Background: an optimization exercise with open tools, aiming at small area. Do not read the settings as production practice. Function was checked by simulation only, so behaviour that the tests miss may differ from the original. The flow treats the clock pin as an ideal source, which a real chip does not have. Power is estimated from default activity; no workload was simulated.

// kmb
module kmb (
    input  wire        clk,
    input  wire        rst,         
    input  wire [12:0] key_in,
    input  wire        btn_in,
    input  wire        tick_ms,
    input  wire        tx_ready,
    output wire        tx_valid,
    output wire [7:0]  tx_data,
    output wire        tx_last,
    output wire        led,
    output wire        overlay,
    output reg         res_valid,
    output reg  [2:0]  res_kind,
    output reg  [3:0]  res_line,
    output reg  [1:0]  res_slot
);
For scale: about 75 flip-flops, about 40 I/O pins.
export LEC_CHECK = 0
export CAP_MARGIN = 20
export CORE_MARGIN = 2
export CORE_UTILIZATION = 40
export SLEW_MARGIN = 20
create_clock -name core_clock -period 10.0 [get_ports {clk}]
standard.sh (not shown) runs the stock make flow with config.mk's settings and CLKGATE_MAP_FILE= SYNTH_SCRIPT=/design/flow/synth_recipe.tcl, a recipe that flattens the netlist after the stock synthesis.
==> flow/flow/run.sh <==
#!/bin/bash
# Own layout flow: the standard ORFS flow (standard.sh) with
#  - synthesis as standard (same script, same register mapping) except for
#    the combinational mapping: no full-adder extraction, and an ABC script
#    built on &deepsyn; it runs with four random seeds and keeps the netlist
#    with the smallest cell area,
#  - minimum-size port buffers,
#  - no timing-driven global placement,
#  - a two-level clock tree built by flow/cts_tree.tcl.
# Each tool's output goes to the logs ORFS writes under orfs/ and syn*/;
# this script's own output goes to run_*.log in the work folder.
set -euo pipefail
W=$PWD
F=$W/flow
sed "s#^source \$::env(SCRIPTS_DIR)/synth_preamble.tcl#&\nset abc_args [list -script \$::env(MY_ABC_SCRIPT) {*}\$lib_args {*}\$lib_dont_use_args -constr \$::env(OBJECTS_DIR)/abc.constr]#" \
    "$FLOW_HOME/scripts/synth.tcl" > "$W/synth_mod.tcl"
sed "s#\$::env(SCRIPTS_DIR)/synth.tcl#$W/synth_mod.tcl#" "$W/synth_recipe.tcl" > "$W/my_synth.tcl"

ARGS=(SYNTH_SCRIPT="$W/my_synth.tcl" ADDER_MAP_FILE= ABC_AREA=1 GPL_TIMING_DRIVEN=0
      BUFFER_PORTS_ARGS="-buffer_cell sky130_fd_sc_hd__buf_1"
      CTS_ARGS="-clk_nets clk -repair_clock_nets -dont_use_dummy_load"
      PRE_CTS_TCL="$F/cts_tree.tcl")

# synthesis with several ABC seeds, in parallel
SEEDS="0 1 2 3"
for s in $SEEDS; do
  sed "s/@SEED@/$s/" "$F/area.abc" > "$W/area_$s.abc"
  bash "$W/standard.sh" "${ARGS[@]}" WORK_HOME="$W/syn$s" MY_ABC_SCRIPT="$W/area_$s.abc" synth \
      > "$W/run_synth_$s.log" 2>&1 &
done
wait
best=""
best_area=""
for s in $SEEDS; do
  rpt="$W/syn$s/reports/sky130hd/kmb/base/synth_stat.txt"
  [[ -f "$rpt" ]] || continue
  a=$(awk '/Chip area/ {print $NF}' "$rpt")
  echo "seed $s: area $a" >> "$W/run_select.log"
  if [[ -z "$best" ]] || awk -v a="$a" -v b="$best_area" 'BEGIN {exit !(a < b)}'; then
    best=$s
    best_area=$a
  fi
done
echo "selected seed $best ($best_area)" >> "$W/run_select.log"
rm -rf "$W/orfs"
cp -a "$W/syn$best" "$W/orfs"
bash "$W/standard.sh" "${ARGS[@]}" MY_ABC_SCRIPT="$W/area_$best.abc" finish > "$W/run_flow.log" 2>&1
Other scripts of this flow, unchanged in this note and not shown: flow/flow/area.abc, flow/flow/cts_tree.tcl
Rerun with:
--- a/flow/design.v
+++ b/flow/design.v
@@ -90,78 +90,79 @@
             default: ;
         endcase
     end
     assign tx_valid = (st == S_TXN0) || (st == S_TXN1) || (st == S_TXN2) ||
                       (st == S_TXC0) || (st == S_TXC1);
     assign tx_data  = byte_o;
     assign tx_last  = last_o;
     assign led      = (st == S_WON) || (st == S_FGAP);
     assign overlay  = st[4];
-    wire       slot_wr = (st == S_SCAN) && any_pend && arb_ok;
-    wire [3:0] slot_d  = (rst || !pressed) ? 4'hF : line;
-    always @(posedge clk) begin
-        if (rst || (slot_wr && arb_slot == 2'd0)) slot_k0 <= slot_d;
-        if (rst || (slot_wr && arb_slot == 2'd1)) slot_k1 <= slot_d;
-        if (rst || (slot_wr && arb_slot == 2'd2)) slot_k2 <= slot_d;
-        if (rst || (slot_wr && arb_slot == 2'd3)) slot_k3 <= slot_d;
-    end
     always @(posedge clk) begin
         cnt <= in_wait ? cnt + {8'd0, tick_ms} : 9'd0;
         if (rst) begin
             st        <= S_IDLE;
             ack       <= 13'd0;
             octave    <= 4'd5;
             preset    <= 2'd0;
+            slot_k0   <= 4'hF;
+            slot_k1   <= 4'hF;
+            slot_k2   <= 4'hF;
+            slot_k3   <= 4'hF;
             res_valid <= 1'b0;
             res_kind  <= 3'd0;
             res_line  <= 4'd0;
             res_slot  <= 2'd0;
         end else begin
             res_valid <= 1'b0;
             case (st)
                 S_IDLE: begin
-                    if (btn_in) begin
-                        aux <= 3'd0;
-                        st  <= S_FLASH;
-                    end else begin
-                        cur <= key_in;
-                        st  <= S_SCAN;
-                    end
+                    cur <= key_in;
+                    aux <= 3'd0;
+                    if (btn_in) st <= S_FLASH;
+                    else        st <= S_SCAN;
                 end
                 S_SCAN: begin
                     if (!any_pend) begin
                         st <= S_IDLE;
                     end else begin
                         ack[line] <= pressed;
                         res_valid <= 1'b1;
                         res_kind  <= arb_kind;
                         res_line  <= line;
                         res_slot  <= arb_slot;
-                        if (arb_ok) st <= S_TXN0;
+                        if (arb_ok) begin
+                            case (arb_slot)
+                                2'd0: slot_k0 <= pressed ? line : 4'hF;
+                                2'd1: slot_k1 <= pressed ? line : 4'hF;
+                                2'd2: slot_k2 <= pressed ? line : 4'hF;
+                                default: slot_k3 <= pressed ? line : 4'hF;
+                            endcase
+                            st <= S_TXN0;
+                        end
                     end
                 end
                 S_TXN0: if (tx_ready) st <= S_TXN1;
                 S_TXN1: if (tx_ready) st <= S_TXN2;
                 S_TXN2: if (tx_ready) st <= S_SCAN;
                 S_WSET: if (done_50) st <= S_IDLE;
                 S_FLASH: begin
                     if (aux[1:0] == preset) st <= S_TOP;
                     else                    st <= S_WON;
                 end
                 S_WON:  if (done_150) st <= S_FGAP;
                 S_FGAP: begin
                     aux <= aux + 3'd1;
                     st  <= S_WOFF;
                 end
                 S_WOFF: if (done_150) st <= S_FLASH;
                 S_TOP: begin
+                    aux <= 3'd0;
                     if (btn_in) begin
-                        aux <= 3'd0;
                         st  <= S_CH;
                     end else begin
                         preset <= preset + 2'd1;
                         st     <= S_WSET;
                     end
                 end
                 S_CH: begin
                     if (aux[2])                st  <= S_OCTDN;
                     else if (key_in[aux[1:0]]) st  <= S_TXC0;
After rerunning: The changed run completed with no timing, DRC or antenna violations. Synthesized area shrinks by 0.96%. Die area came out lower by 0.93%. Sequential power went down by 7.0%. Cell area fell by 1.6%. Worst setup slack is worse by 0.45 ns. Sequential share of layout area decreases by 3.2 points. Clock skew grows by 0.012 ns.

========
Another version of the RTL of kmb (not shown whole).
Size: about 440 cells after synthesis, ~63 flip-flops, roughly 0.0035 mm2 of cells after synthesis.
==> flow/config.mk <==
export PLATFORM = sky130hd
export DESIGN_NAME = kmb
export DESIGN_NICKNAME = kmb
export VERILOG_FILES = /design/flow/design.v
export SDC_FILE = /design/flow/constraint.sdc
export NUM_CORES = 4
export LEC_CHECK = 0
export CAP_MARGIN = 20
export CORE_MARGIN = 2
export CORE_UTILIZATION = 40
export SLEW_MARGIN = 20
==> flow/constraint.sdc <==
create_clock -name core_clock -period 10.0 [get_ports {clk}]
set_input_delay 2.0000 -clock core_clock [delete_from_list [all_inputs] [get_ports {clk}]]
set_output_delay 2.0000 -clock core_clock [all_outputs]
set_load 0.01 [all_outputs]
Scripts as last shown in full above: flow/flow/run.sh
Other scripts of this flow, unchanged in this note and not shown: flow/flow/area.abc, flow/flow/cts_tree.tcl
Then changed:
--- a/flow/design.v
+++ b/flow/design.v
@@ -110,15 +110,14 @@
     always @(posedge clk) begin
         case (st)
             S_IDLE: cur <= {key_in[12], btn_in ? 3'd0 : key_in[11:9], key_in[8:0]};
             S_SCAN, S_TXN0, S_TXN1, S_TXN2: ;
             default: begin
                 cur[8:0]  <= in_wait ? cnt + {8'd0, tick_ms} : 9'd0;
                 cur[11:9] <= aux_next;
-                cur[12]   <= key_in[12];
             end
         endcase
     end
     always @(posedge clk) begin
         if (rst) begin
             st        <= S_IDLE;
             ack       <= 13'd0;
Wire length came out lower by a few percent.
Combinational power goes up by a few percent.
First-iteration DRC count is higher by a few percent.
Clock power hardly moves.
Power goes up slightly.
Register-to-register slack degrades by 0.19 ns.
Worst hold slack barely changes.
Critical path depth stays the same.
Final cell count shrinks slightly.
Area after synthesis climbs slightly.
Sequential share of layout area went down by 0.50 points.
Worst setup slack degrades by 0.19 ns.
Via count decreases by a few percent.
Utilization is higher by 0.19 points.

========
old:
kmb, a different RTL version from the one above (not shown whole).
Size in the first run: ~75 flip-flops, about 40 I/O pins, ~3800 µm² of cells after synthesis.
## kmb
module kmb (
    input  wire        clk,
    input  wire        rst,         
    input  wire [12:0] key_in,
    input  wire        btn_in,
    input  wire        tick_ms,
    input  wire        tx_ready,
    output wire        tx_valid,
    output wire [7:0]  tx_data,
    output wire        tx_last,
    output wire        led,
    output wire        overlay,
    output reg         res_valid,
    output reg  [2:0]  res_kind,
    output reg  [3:0]  res_line,
    output reg  [1:0]  res_slot
);
Settings: LEC_CHECK=0, CAP_MARGIN=20, CORE_MARGIN=2, CORE_UTILIZATION=40, SLEW_MARGIN=20; clock period 10.0 ns.
==> flow/flow/run.sh <==
#!/bin/bash
# Own layout flow: the standard ORFS flow with an area-oriented ABC
# script, no full-adder extraction, minimum-size port buffers and a clock
# tree without dummy loads. Synthesis is otherwise the standard one.
set -euo pipefail
W=$PWD
F=$W/flow
CTS_BUFS=${CTS_BUFS:-sky130_fd_sc_hd__clkbuf_8}
sed "s#^source \$::env(SCRIPTS_DIR)/synth_preamble.tcl#&\nset abc_args [list -script $F/area.abc {*}\$lib_args {*}\$lib_dont_use_args -constr \$::env(OBJECTS_DIR)/abc.constr]#" \
    "$FLOW_HOME/scripts/synth.tcl" > "$W/synth_mod.tcl"
sed "s#\$::env(SCRIPTS_DIR)/synth.tcl#$W/synth_mod.tcl#" "$W/synth_recipe.tcl" > "$W/my_synth.tcl"
bash "$W/standard.sh" \
    SYNTH_SCRIPT="$W/my_synth.tcl" \
    ADDER_MAP_FILE= \
    ABC_AREA=1 \
    GPL_TIMING_DRIVEN=0 \
    BUFFER_PORTS_ARGS="-buffer_cell sky130_fd_sc_hd__buf_1" \
    CTS_ARGS="-sink_clustering_enable -sink_clustering_size 20 -sink_clustering_max_diameter 200 -repair_clock_nets -dont_use_dummy_load -buf_list {$CTS_BUFS}" \
    finish > "$W/standard_flow.log" 2>&1
==> flow/flow/area.abc <==
strash
&get -n
&deepsyn -T 30
&dch -f
&nf -R 1000 -p -F 10 -A 10
&put
strash
&get -n
&dch -f
&nf -R 1000 -p -F 10 -A 10
&put
Changes in new relative to old:
--- a/flow/design.v
+++ b/flow/design.v
@@ -91,27 +91,31 @@
         endcase
     end
     assign tx_valid = (st == S_TXN0) || (st == S_TXN1) || (st == S_TXN2) ||
                       (st == S_TXC0) || (st == S_TXC1);
     assign tx_data  = byte_o;
     assign tx_last  = last_o;
     assign led      = (st == S_WON) || (st == S_FGAP);
     assign overlay  = st[4];
+    wire       slot_wr = (st == S_SCAN) && any_pend && arb_ok;
+    wire [3:0] slot_d  = (rst || !pressed) ? 4'hF : line;
+    always @(posedge clk) begin
+        if (rst || (slot_wr && arb_slot == 2'd0)) slot_k0 <= slot_d;
+        if (rst || (slot_wr && arb_slot == 2'd1)) slot_k1 <= slot_d;
+        if (rst || (slot_wr && arb_slot == 2'd2)) slot_k2 <= slot_d;
+        if (rst || (slot_wr && arb_slot == 2'd3)) slot_k3 <= slot_d;
+    end
     always @(posedge clk) begin
         cnt <= in_wait ? cnt + {8'd0, tick_ms} : 9'd0;
         if (rst) begin
             st        <= S_IDLE;
             ack       <= 13'd0;
             octave    <= 4'd5;
             preset    <= 2'd0;
-            slot_k0   <= 4'hF;
-            slot_k1   <= 4'hF;
-            slot_k2   <= 4'hF;
-            slot_k3   <= 4'hF;
             res_valid <= 1'b0;
             res_kind  <= 3'd0;
             res_line  <= 4'd0;
             res_slot  <= 2'd0;
         end else begin
             res_valid <= 1'b0;
             case (st)
                 S_IDLE: begin
@@ -127,25 +131,17 @@
                     if (!any_pend) begin
                         st <= S_IDLE;
                     end else begin
                         ack[line] <= pressed;
                         res_valid <= 1'b1;
                         res_kind  <= arb_kind;
                         res_line  <= line;
                         res_slot  <= arb_slot;
-                        if (arb_ok) begin
-                            case (arb_slot)
-                                2'd0: slot_k0 <= pressed ? line : 4'hF;
-                                2'd1: slot_k1 <= pressed ? line : 4'hF;
-                                2'd2: slot_k2 <= pressed ? line : 4'hF;
-                                default: slot_k3 <= pressed ? line : 4'hF;
-                            endcase
-                            st <= S_TXN0;
-                        end
+                        if (arb_ok) st <= S_TXN0;
                     end
                 end
                 S_TXN0: if (tx_ready) st <= S_TXN1;
                 S_TXN1: if (tx_ready) st <= S_TXN2;
                 S_TXN2: if (tx_ready) st <= S_SCAN;
                 S_WSET: if (done_50) st <= S_IDLE;
                 S_FLASH: begin
                     if (aux[1:0] == preset) st <= S_TOP;
--- outcome ---
old has a higher critical path depth than new.
Row routed via count: new lower / old higher
new vs. old: largest net degree at the start of global routing picked up an extra 2, die boundary height increased by about 0.4% relative to the old numbers, areal power density over the cells climbed about 5.5%.
new falls short of old in smallest hold slack.
new vs old: clock share of power down
The lower placement-stage cell area of old and new is in old.
Compared with old, new shows a post-layout instance area that is 79 µm² higher.
new reports its end point of the critical path as st[3] while old reports st[0].
old consumes less power than new.
Taking old as the reference, in new minimum period implied by the final worst setup slack went down 0.97 ns; total area of sequential cells went up; synthesis-to-finish area growth shows an increase of 1.2 points; post-synthesis net count went down.

-- static timing again, ports no longer ideal --
How much do the figures lean on ideal ports? The routed layouts below were timed once more, with nothing changed but the port constraints.
Step 1 sets driving cells, clkbuf_16 on the clock port and buf_2 on the other inputs (assumed; they add their load-dependent delay and slew).
Step 2 moves the port delays by t, midway between the first and last clock arrival at a register: inputs arrive t later, outputs are due t later. That takes back most of the time a late clock gives input paths.
a / b / c = ideal / step 1 / step 2; a / b = the first two.
| run | t, ns | setup WS [ns] | worst setup path at the end | worst register clock-pin slew, ns |
|---|---|---|---|---|
| the first run of note 1 | 0.423 | 5.237 / 5.237 / 5.237 | register to register | 0.10 / 0.10 |
| the second run of note 1 | 0.424 | 4.788 / 4.788 / 4.788 | register to register | 0.11 / 0.11 |
| the first run of note 2 | 0.479 | 4.884 / 4.884 / 4.884 | register to register | 0.10 / 0.10 |
| the second run of note 2 | 0.482 | 4.695 / 4.695 / 4.695 | register to register | 0.10 / 0.10 |
| old | 0.365 | 4.486 / 4.486 / 4.486 | register to register | 0.07 / 0.07 |
| new | 0.364 | 5.458 / 5.458 / 5.458 | register to register | 0.08 / 0.08 |
After both steps setup and hold are still met in every run listed.
